From an optimization exercise on the open Yosys and OpenROAD flow, aimed at small area, a short achievable clock period and few clock cycles per item; shortcuts taken in it are not production practice.
The RTL was checked by simulation tests, not by an equivalence proof against the original design.
Power and IR drop assume default switching activity.

$ cat design/flow/run.sh
#!/bin/bash
# synth_recipe.tcl (not shown) runs the flow's synth.tcl, then flattens the netlist and writes it again
# the make line also repeats each setting of config.mk as NAME=value (left out here)
make -C /OpenROAD-flow-scripts/flow DESIGN_CONFIG=/design/flow/config.mk WORK_HOME=/design/flow/orfs CLKGATE_MAP_FILE= SYNTH_SCRIPT=/design/flow/synth_recipe.tcl finish
$ cat design/flow/config.mk
export PLATFORM = sky130hd
export DESIGN_NAME = irlib2_codec
export DESIGN_NICKNAME = irlib2_codec
export VERILOG_FILES = /design/flow/design.v
export SDC_FILE = /design/flow/constraint.sdc
export NUM_CORES = 4
export LEC_CHECK = 0
export CAP_MARGIN = 20
export CORE_MARGIN = 2
export CORE_UTILIZATION = 40
export SLEW_MARGIN = 20
$ cat design/flow/constraint.sdc
create_clock -name core_clock -period 10.0 [get_ports {clk}]
set_input_delay 2.0000 -clock core_clock [delete_from_list [all_inputs] [get_ports {clk}]]
set_output_delay 2.0000 -clock core_clock [all_outputs]
set_load 0.01 [all_outputs]
$ cat design/flow/design.v
module irlib2_codec (
  input  wire        clk,
  input  wire        rst,
  input  wire        cmd_valid,
  input  wire [63:0] cmd_word,
  output wire        cmd_ready,
  input  wire [3:0]  rd_addr,
  output reg  [31:0] rd_data,
  input  wire        cap_we,
  input  wire [15:0] cap_idx,
  input  wire        cap_level,
  input  wire [15:0] cap_dur,
  output wire        tok_valid,
  output wire        tok_level,
  output wire [15:0] tok_dur,
  input  wire        tok_ready
);
  localparam integer CAP_DEPTH = 64;
  localparam [15:0] ZERO_DURATION   = 16'd400;
  localparam [15:0] ONE_DURATION    = 16'd800;
  localparam [15:0] HEADER_DURATION = 16'd1600;
  localparam [15:0] TRAILER_GUARD   = 16'd1000;
  localparam [15:0] ZERO_MIN = 16'd300;
  localparam [15:0] ZERO_MAX = 16'd500;
  localparam [15:0] ONE_MIN  = 16'd600;
  localparam [15:0] ONE_MAX  = 16'd1000;
  localparam [15:0] HDR_MIN  = 16'd1200;
  localparam [15:0] HDR_MAX  = 16'd2000;
  localparam [7:0] SEED_DEFAULT = 8'hAE;
  localparam [7:0] FIXED_MARKER = 8'hAA;
  localparam [3:0] CK_OFFSET    = 4'hD;
  localparam [7:0] PROTO_ID     = 8'h01;
  localparam [1:0] E_IDLE = 2'd0, E_HDR = 2'd1, E_SLOT = 2'd2, E_TRL = 2'd3;
  localparam [1:0] D_IDLE = 2'd0, D_AWAIT = 2'd1, D_READ = 2'd2, D_DONE = 2'd3;
  localparam [1:0] ERR_NONE = 2'd0, ERR_HDR = 2'd1, ERR_TRUNC = 2'd2, ERR_AMBIG = 2'd3;
  function [3:0] checksum;
    input [7:0] t;
    input [7:0] w;
    begin
      checksum = CK_OFFSET + t[3:0] + w[3:0];
    end
  endfunction
  reg [1:0]  enc_st;
  reg [39:0] enc_frame;
  reg [5:0]  enc_idx;
  reg [1:0]  dec_st;
  reg [39:0] dec_acc;
  reg [5:0]  dec_idx;
  reg [6:0]  dec_len;
  reg [31:0] dec_value;
  reg [7:0]  dec_addr;
  reg [7:0]  dec_bits;
  reg [7:0]  dec_proto;
  reg [5:0]  dec_slots;
  reg        dec_done;
  reg        dec_ok;
  reg [1:0]  dec_err;
  reg        ckmm;
  reg        cmd_err;
  reg [3:0]  ck_res;
  reg [16:0] cap [0:CAP_DEPTH-1];
  wire enc_busy = (enc_st != E_IDLE);
  wire dec_busy = (dec_st != D_IDLE);
  wire [3:0] op = cmd_word[63:60];
  wire [7:0] f_t = cmd_word[15:8];
  wire [7:0] f_w = cmd_word[7:0];
  wire is_nop    = (cmd_word == 64'd0);
  wire is_enc_tw = (op == 4'h1) && (cmd_word[59:16] == 44'd0);
  wire is_enc_raw= (op == 4'h2) && (cmd_word[59:40] == 20'd0);
  wire is_dec    = (op == 4'h3) && (cmd_word[59:16] == 44'd0);
  wire is_cksum  = (op == 4'h4) && (cmd_word[59:16] == 44'd0);
  wire is_legal  = is_nop | is_enc_tw | is_enc_raw | is_dec | is_cksum;
  wire is_enc    = is_enc_tw | is_enc_raw;
  assign cmd_ready = !(is_enc && enc_busy) && !(is_dec && dec_busy);
  wire accept      = cmd_valid && cmd_ready;
  wire accept_enc  = accept && is_enc;
  wire accept_dec  = accept && is_dec;
  wire accept_ck   = accept && is_cksum;
  wire accept_ill  = accept && !is_legal;
  always @(posedge clk) begin
    if (rst) begin
      ck_res  <= 4'd0;
      cmd_err <= 1'b0;
    end else begin
      if (accept_ck)
        ck_res <= checksum(f_t, f_w);
      if (accept_ill)
        cmd_err <= 1'b1;
    end
  end
  always @(posedge clk) begin
    if (cap_we && (cap_idx < CAP_DEPTH))
      cap[cap_idx[5:0]] <= {cap_level, cap_dur};
  end
  wire [39:0] frame_tw = {SEED_DEFAULT, FIXED_MARKER, f_t, f_w, 4'h0, checksum(f_t, f_w)};
  wire [5:0]  slot_pos = 6'd39 - enc_idx;
  wire        slot_bit = enc_frame[slot_pos];
  assign tok_valid = enc_busy;
  assign tok_level = (enc_st == E_HDR)  ? 1'b1 :
                     (enc_st == E_SLOT) ? enc_idx[0] : 1'b0;
  assign tok_dur   = (enc_st == E_HDR)  ? HEADER_DURATION :
                     (enc_st == E_SLOT) ? (slot_bit ? ONE_DURATION : ZERO_DURATION) :
                                          TRAILER_GUARD;
  wire tok_fire = tok_valid && tok_ready;
  always @(posedge clk) begin
    if (rst) begin
      enc_st    <= E_IDLE;
      enc_frame <= 40'd0;
      enc_idx   <= 6'd0;
    end else if (accept_enc) begin
      enc_frame <= is_enc_tw ? frame_tw : cmd_word[39:0];
      enc_idx   <= 6'd0;
      enc_st    <= E_HDR;
    end else if (tok_fire) begin
      case (enc_st)
        E_HDR:  enc_st <= E_SLOT;
        E_SLOT: begin
          enc_idx <= enc_idx + 6'd1;
          if (enc_idx == 6'd39)
            enc_st <= E_TRL;
        end
        E_TRL:  enc_st <= E_IDLE;
        default: enc_st <= E_IDLE;
      endcase
    end
  end
  wire [5:0]  rd_idx  = (dec_st == D_AWAIT) ? 6'd0 : (dec_idx + 6'd1);
  wire [16:0] entry   = cap[rd_idx];
  wire        e_level = entry[16];
  wire [15:0] e_dur   = entry[15:0];
  wire hdr_ok  = e_level && (e_dur >= HDR_MIN) && (e_dur <= HDR_MAX);
  wire cls0    = (e_dur >= ZERO_MIN) && (e_dur <= ZERO_MAX);
  wire cls1    = (e_dur >= ONE_MIN)  && (e_dur <= ONE_MAX);
  wire present = ({1'b0, dec_idx} + 7'd1) < dec_len;
  wire [15:0] n_field = cmd_word[15:0];
  wire [3:0] rx_ck = checksum(dec_acc[23:16], dec_acc[15:8]);
  task dec_fail;
    input [1:0] code;
    begin
      dec_err   <= code;
      dec_ok    <= 1'b0;
      dec_done  <= 1'b1;
      ckmm      <= 1'b0;
      dec_slots <= dec_idx;
      dec_value <= 32'd0;
      dec_addr  <= 8'd0;
      dec_bits  <= 8'd0;
      dec_proto <= 8'd0;
      dec_st    <= D_IDLE;
    end
  endtask
  always @(posedge clk) begin
    if (rst) begin
      dec_st    <= D_IDLE;
      dec_acc   <= 40'd0;
      dec_idx   <= 6'd0;
      dec_len   <= 7'd0;
      dec_value <= 32'd0;
      dec_addr  <= 8'd0;
      dec_bits  <= 8'd0;
      dec_proto <= 8'd0;
      dec_slots <= 6'd0;
      dec_done  <= 1'b0;
      dec_ok    <= 1'b0;
      dec_err   <= ERR_NONE;
      ckmm      <= 1'b0;
    end else if (accept_dec) begin
      dec_len   <= (n_field > CAP_DEPTH) ? 7'd64 : n_field[6:0];
      dec_idx   <= 6'd0;
      dec_acc   <= 40'd0;
      dec_value <= 32'd0;
      dec_addr  <= 8'd0;
      dec_bits  <= 8'd0;
      dec_proto <= 8'd0;
      dec_slots <= 6'd0;
      dec_done  <= 1'b0;
      dec_ok    <= 1'b0;
      dec_err   <= ERR_NONE;
      ckmm      <= 1'b0;
      dec_st    <= D_AWAIT;
    end else begin
      case (dec_st)
        D_AWAIT: begin
          if (dec_len == 7'd0 || !hdr_ok)
            dec_fail(ERR_HDR);
          else
            dec_st <= D_READ;
        end
        D_READ: begin
          if (!present)
            dec_fail(ERR_TRUNC);
          else if (e_level != dec_idx[0])
            dec_fail(ERR_TRUNC);
          else if (!cls0 && !cls1)
            dec_fail(ERR_AMBIG);
          else begin
            dec_acc <= {dec_acc[38:0], cls1};
            dec_idx <= dec_idx + 6'd1;
            if (dec_idx == 6'd39)
              dec_st <= D_DONE;
          end
        end
        D_DONE: begin
          dec_addr  <= dec_acc[39:32];
          dec_value <= dec_acc[31:0];
          dec_bits  <= 8'd40;
          dec_proto <= PROTO_ID;
          dec_slots <= 6'd40;
          ckmm      <= (dec_acc[3:0] != rx_ck);
          dec_ok    <= 1'b1;
          dec_err   <= ERR_NONE;
          dec_done  <= 1'b1;
          dec_st    <= D_IDLE;
        end
        default: ;
      endcase
    end
  end
  wire [31:0] status = {24'd0, cmd_err, ckmm, dec_err, dec_ok, dec_done, dec_busy, enc_busy};
  always @(*) begin
    case (rd_addr)
      4'h0:    rd_data = status;
      4'h1:    rd_data = dec_value;
      4'h2:    rd_data = {24'd0, dec_addr};
      4'h3:    rd_data = {24'd0, dec_bits};
      4'h4:    rd_data = {24'd0, dec_proto};
      4'h5:    rd_data = {26'd0, dec_slots};
      4'h6:    rd_data = {28'd0, ck_res};
      default: rd_data = 32'd0;
    endcase
  end
endmodule
==> summary.txt <==
==> cells in the final DEF (no fill, tap or decap), types with 17 or more instances in the layout <==
master                               n
sky130_fd_sc_hd__a2111oi_0          23
sky130_fd_sc_hd__nor2_1            311
sky130_fd_sc_hd__clkinv_2           24
sky130_fd_sc_hd__clkbuf_1           23
sky130_fd_sc_hd__buf_4             135
sky130_fd_sc_hd__a211o_1            17
sky130_fd_sc_hd__ha_1               21
sky130_fd_sc_hd__dfxtp_1           158
sky130_fd_sc_hd__and2_1             31
sky130_fd_sc_hd__o21ai_0           117
sky130_fd_sc_hd__nor4_1             25
sky130_fd_sc_hd__buf_2              17
sky130_fd_sc_hd__o21ai_1            43
sky130_fd_sc_hd__nand3_1            74
sky130_fd_sc_hd__nand4_1            19
sky130_fd_sc_hd__o311ai_0           19
sky130_fd_sc_hd__clkdlybuf4s50_1   130
sky130_fd_sc_hd__a31oi_1            35
sky130_fd_sc_hd__edfxtp_1         1088
sky130_fd_sc_hd__nand2_1           196
sky130_fd_sc_hd__a221oi_1           37
sky130_fd_sc_hd__clkinv_1           31
sky130_fd_sc_hd__a32oi_1            48
sky130_fd_sc_hd__o221ai_1           51
sky130_fd_sc_hd__o22ai_1            33
sky130_fd_sc_hd__clkbuf_16         123
sky130_fd_sc_hd__a211oi_1           71
sky130_fd_sc_hd__nor2_2             17
sky130_fd_sc_hd__mux2i_1           156
sky130_fd_sc_hd__inv_1              46
sky130_fd_sc_hd__nor2b_1            31
sky130_fd_sc_hd__nand2b_1           41
sky130_fd_sc_hd__a2bb2oi_1          45
sky130_fd_sc_hd__or3_1              39
sky130_fd_sc_hd__mux4_2             46
sky130_fd_sc_hd__a21oi_1           120
sky130_fd_sc_hd__o211ai_1           56
sky130_fd_sc_hd__mux2_2             45
sky130_fd_sc_hd__nor3_1            101
sky130_fd_sc_hd__a311oi_1           20
==> registers in the layout (all words and copies together), names as in the netlist, 2 cells and up <==
signal and cells:
dec_addr 8, enc_frame 40, dec_slots 6, dec_value 32, dec_acc 40, enc_idx 6, dec_idx 6, enc_st 2
dec_st 2, dec_err 2, ck_res 4, dec_len 7, cap 1088
==> cell type report <==
| type | count | share of cell area (%) |
|---|---|---|
| Antenna cell | 2 | 0.008443 |
| Clock buffer | 155 | 5.522 |
| Clock inverter | 70 | 1.011 |
| Inverter | 52 | 0.3398 |
| Multi-Input combinational cell | 2134 | 24.73 |
| Sequential cell | 1247 | 60.50 |
| Tap cell | 1742 | 3.677 |
| Timing Repair Buffer | 287 | 4.218 |
==> routing by layer <==
layer | wire length [um] | vias to the layer above | global-route usage, %
met2 | 70370 | 1523 | 36.29
li1 | - | 14800 | -
met1 | 64630 | 17200 | 31.45
met5 | 0 | - | 0
met3 | 12480 | 246 | 3.942
met4 | 4292 | 0 | 6.360
==> power by group <==
group	internal, mW	leakage, nW	switching (mW)
Clock	2.51	1.90	1.97
Sequential	5.65	11.1	0.000200
Combinational	0.0473	5.61	0.132
==> final timing paths <==
kind | endpoint
min | dec_done$_SDFFE_PP0P_
max | rd_data[20]
max reg2reg | dec_idx[4]$_SDFFE_PP0P_
min reg2reg | dec_done$_SDFFE_PP0P_
==> kinds of logic (layout without fill, tap and decap cells) <==
| family | Yosys count | after routing | synth area share [%] |
|---|---|---|---|
| multiplexers | 248 | 248 | 6.000 |
| XOR/XNOR | 22 | 22 | 0.4579 |
| AND/OR/NAND/NOR | 974 | 974 | 8.998 |
| AO/OA/AOI/OAI | 858 | 858 | 11.84 |
| flip-flops | 1247 | 1247 | 69.05 |
| other | 1 | 10 | 0.007222 |
| buffers and inverters | 333 | 564 | 3.041 |
| adder cells (fa/ha/maj) | 24 | 24 | 0.6072 |
==> tightest hold or removal path: stages, from the launching register on <==
cell,delay (ns)
sky130_fd_sc_hd__dfxtp_1,0.31
sky130_fd_sc_hd__nand2_1,0.05
sky130_fd_sc_hd__nand2_1,0.04
==> stage by stage <==
| step | power (mW) | util [%] | cell area [sq um] | worst slack (ns) | hold slack (ns) |
|---|---|---|---|---|---|
| floorplan | 5.797 | - | 51950 | 4.695 | 0.4218 |
| global placement | 5.937 | 42.88 | 55380 | 3.119 | 0.4306 |
| detailed placement | 5.939 | 42.89 | 55390 | 2.961 | 0.4324 |
| CTS | 10.37 | 45.89 | 59270 | 2.959 | 0.4422 |
| global route | 10.58 | 45.89 | 59270 | 2.706 | 0.4676 |
| finish | 10.31 | 45.89 | 59270 | 2.972 | 0.4383 |
==> summary.txt <==
critical path depth in cells 5; total number of placement rows 132; reg2reg start dec_idx[1]$_SDFFE_PP0P_; cell-by-cell trace of the critical path clkdlybuf4s50_1 > nor2b_1 > nor3b_2 > and2_1 > clkdlybuf4s50_1; number of different library cells in the post-synthesis netlist 97; DRC marker count from the first detailed-route iteration 3955; share of flip-flops with an asynchronous set or reset after synthesis 0%; outcome finished clean; slowest library cell on the worst path sky130_fd_sc_hd__nor3b_2; number of warnings reported in the yosys synthesis log 1; footprint of the flip-flops and latches 0.03586 sq mm; quantity of I/O buffers inserted on ports 148; setup total negative slack 0 ns; critical path class primary input to output pin; final weighted congestion in routability-driven placement 0.8484; maximum number of pins on one net before global-route repair 138; fraction of final layout cells sized beyond drive strength 1 12.34%; Syn Area/Cell 14.01 sq um; setup repair after global routing missed its margin false; #FFs+latches synth 1247; Die Outline Area 0.1327 sq mm; largest area contributor in the netlist sky130_fd_sc_hd__edfxtp_1; worst hold path depth 2; Vias per Instance 5.936; net count of the finished layout 3972; number of buffer and inverter stages on the critical path 2; post-cts sizing count 0; largest stage delay on the critical path 0.87 ns; die outline width 364.3 um; Synth Cell Area 0.05192 sq mm; shortest period the worst path allows 7.028 ns; y dimension of the die 364.3 um; post-synthesis instance total 3707; number of standard cells in the layout, taps in and fillers out 5689; Top Ports 157; total detailed-routing wirelength 151800 um; required arrival time at the worst endpoint 8.00 ns; worst min-delay path startpoint dec_done$_SDFFE_PP0P_; power density over cell area 173.9 mW/mm^2; number of cells on the worst reg-to-reg path 17; initial antenna violation count 2; number of flops mapped to enable cells by yosys 1088; max-slew violation count 0; type of the most critical hold path flip-flop to flip-flop; most used cell along the critical path sky130_fd_sc_hd__clkdlybuf4s50_1; nature of the critical path startpoint primary input; final count of hold timing violations 0; sequential cell area fraction in the yosys report 69.05%; total number of H-tree levels 3; vias in the first global route 32350; average wire per standard cell 26.68 um; initial standard-cell utilization of the core 40.20%; number of buffers inserted during clock tree synthesis 120; worst clock skew on the final layout 0.07260 ns; count of max-cap constraint violations 0; Synth-to-Final Area Change 14.15%; CTS tree built; DRC violation count after routing 0; total number of vias 33770; CP top delay family simple AND/OR/NAND/NOR gates; arrival time at the worst endpoint 5.03 ns; total instance count after detailed placement 5462; Least-Margin Pin Slew 1.098 ns; count of fill cells added during filler insertion 11470; global route total overflow 0; cell at the root of the clock tree sky130_fd_sc_hd__clkbuf_16; Floorplan Core Area 0.1292 sq mm; period utilization 70.28%; number of failing setup endpoints in the final timing report 0; number of post-CTS setup repair buffers 0; multi-input logic area 0.01466 sq mm; clock transition at the register clock pins on the worst setup and hold paths after CTS 0.06 ns; Post-CTS Hold Fix Bufs 0; overall global routing resource usage 22.55%; Rel. slew slack 26.64%; leakage component of the power 18.56 nW; number of sinks handled by clock tree synthesis 1247; clock latency at the later pin of the worst-skew pair 0.75 ns; Post-DP HPWL 85230 um; post-route antenna net violation count 0; total iterations of the first detailed-routing run 6; Crit Path Max Fanout 24; largest vdd supply drop 0.0001501 V; cell types with the largest area share after synthesis sky130_fd_sc_hd__edfxtp_1 63%, sky130_fd_sc_hd__dfxtp_1 6.1%, sky130_fd_sc_hd__mux2i_1 3.0%, sky130_fd_sc_hd__nor2_1 2.4%, sky130_fd_sc_hd__mux4_2 2.0%; R2R Setup Slk 3.48 ns; wire length of the first global-routing pass 221800 um; Fmax 142.3 MHz; share of the synthesized area in the top cell type 62.92%; most instantiated flip-flop cell in the synthesis netlist sky130_fd_sc_hd__edfxtp_1; leading cell type by number of instances after synthesis sky130_fd_sc_hd__edfxtp_1; CTS max path bufs 3; kind of end point of the critical path output pin; list of most frequent post-synthesis cells 1088 x sky130_fd_sc_hd__edfxtp_1, 333 x sky130_fd_sc_hd__nor2_1, 197 x sky130_fd_sc_hd__nand2_1; critical path startpoint rd_addr[0]
Testbench counts, summed over its fixed seeds: cycles 24,720, frames 410.

[re-timing with driven ports]
Ports are ideal in the flow. The routed layout listed here was re-timed in OpenROAD.
Step 1 sets driving cells, clkbuf_16 on the clock port and buf_2 on the other inputs (assumed; they add their load-dependent delay and slew).
Step 2 also shifts input and output timing later by t, the mid clock arrival at the registers, as if the neighbouring blocks saw the same clock.
a / b / c = ideal / step 1 / step 2; a / b = the first two.
t, ns: 0.787
setup slack, ns: 2.972 / 2.940 / 2.940
worst hold slack (ns): 0.438 / 0.438 / 0.438
cell pins on the clock port's net: 1
After both steps this run still meets setup and hold. For this run, drivers alone change the setup slack by -0.032 ns; drivers and shift together by -0.032 ns.
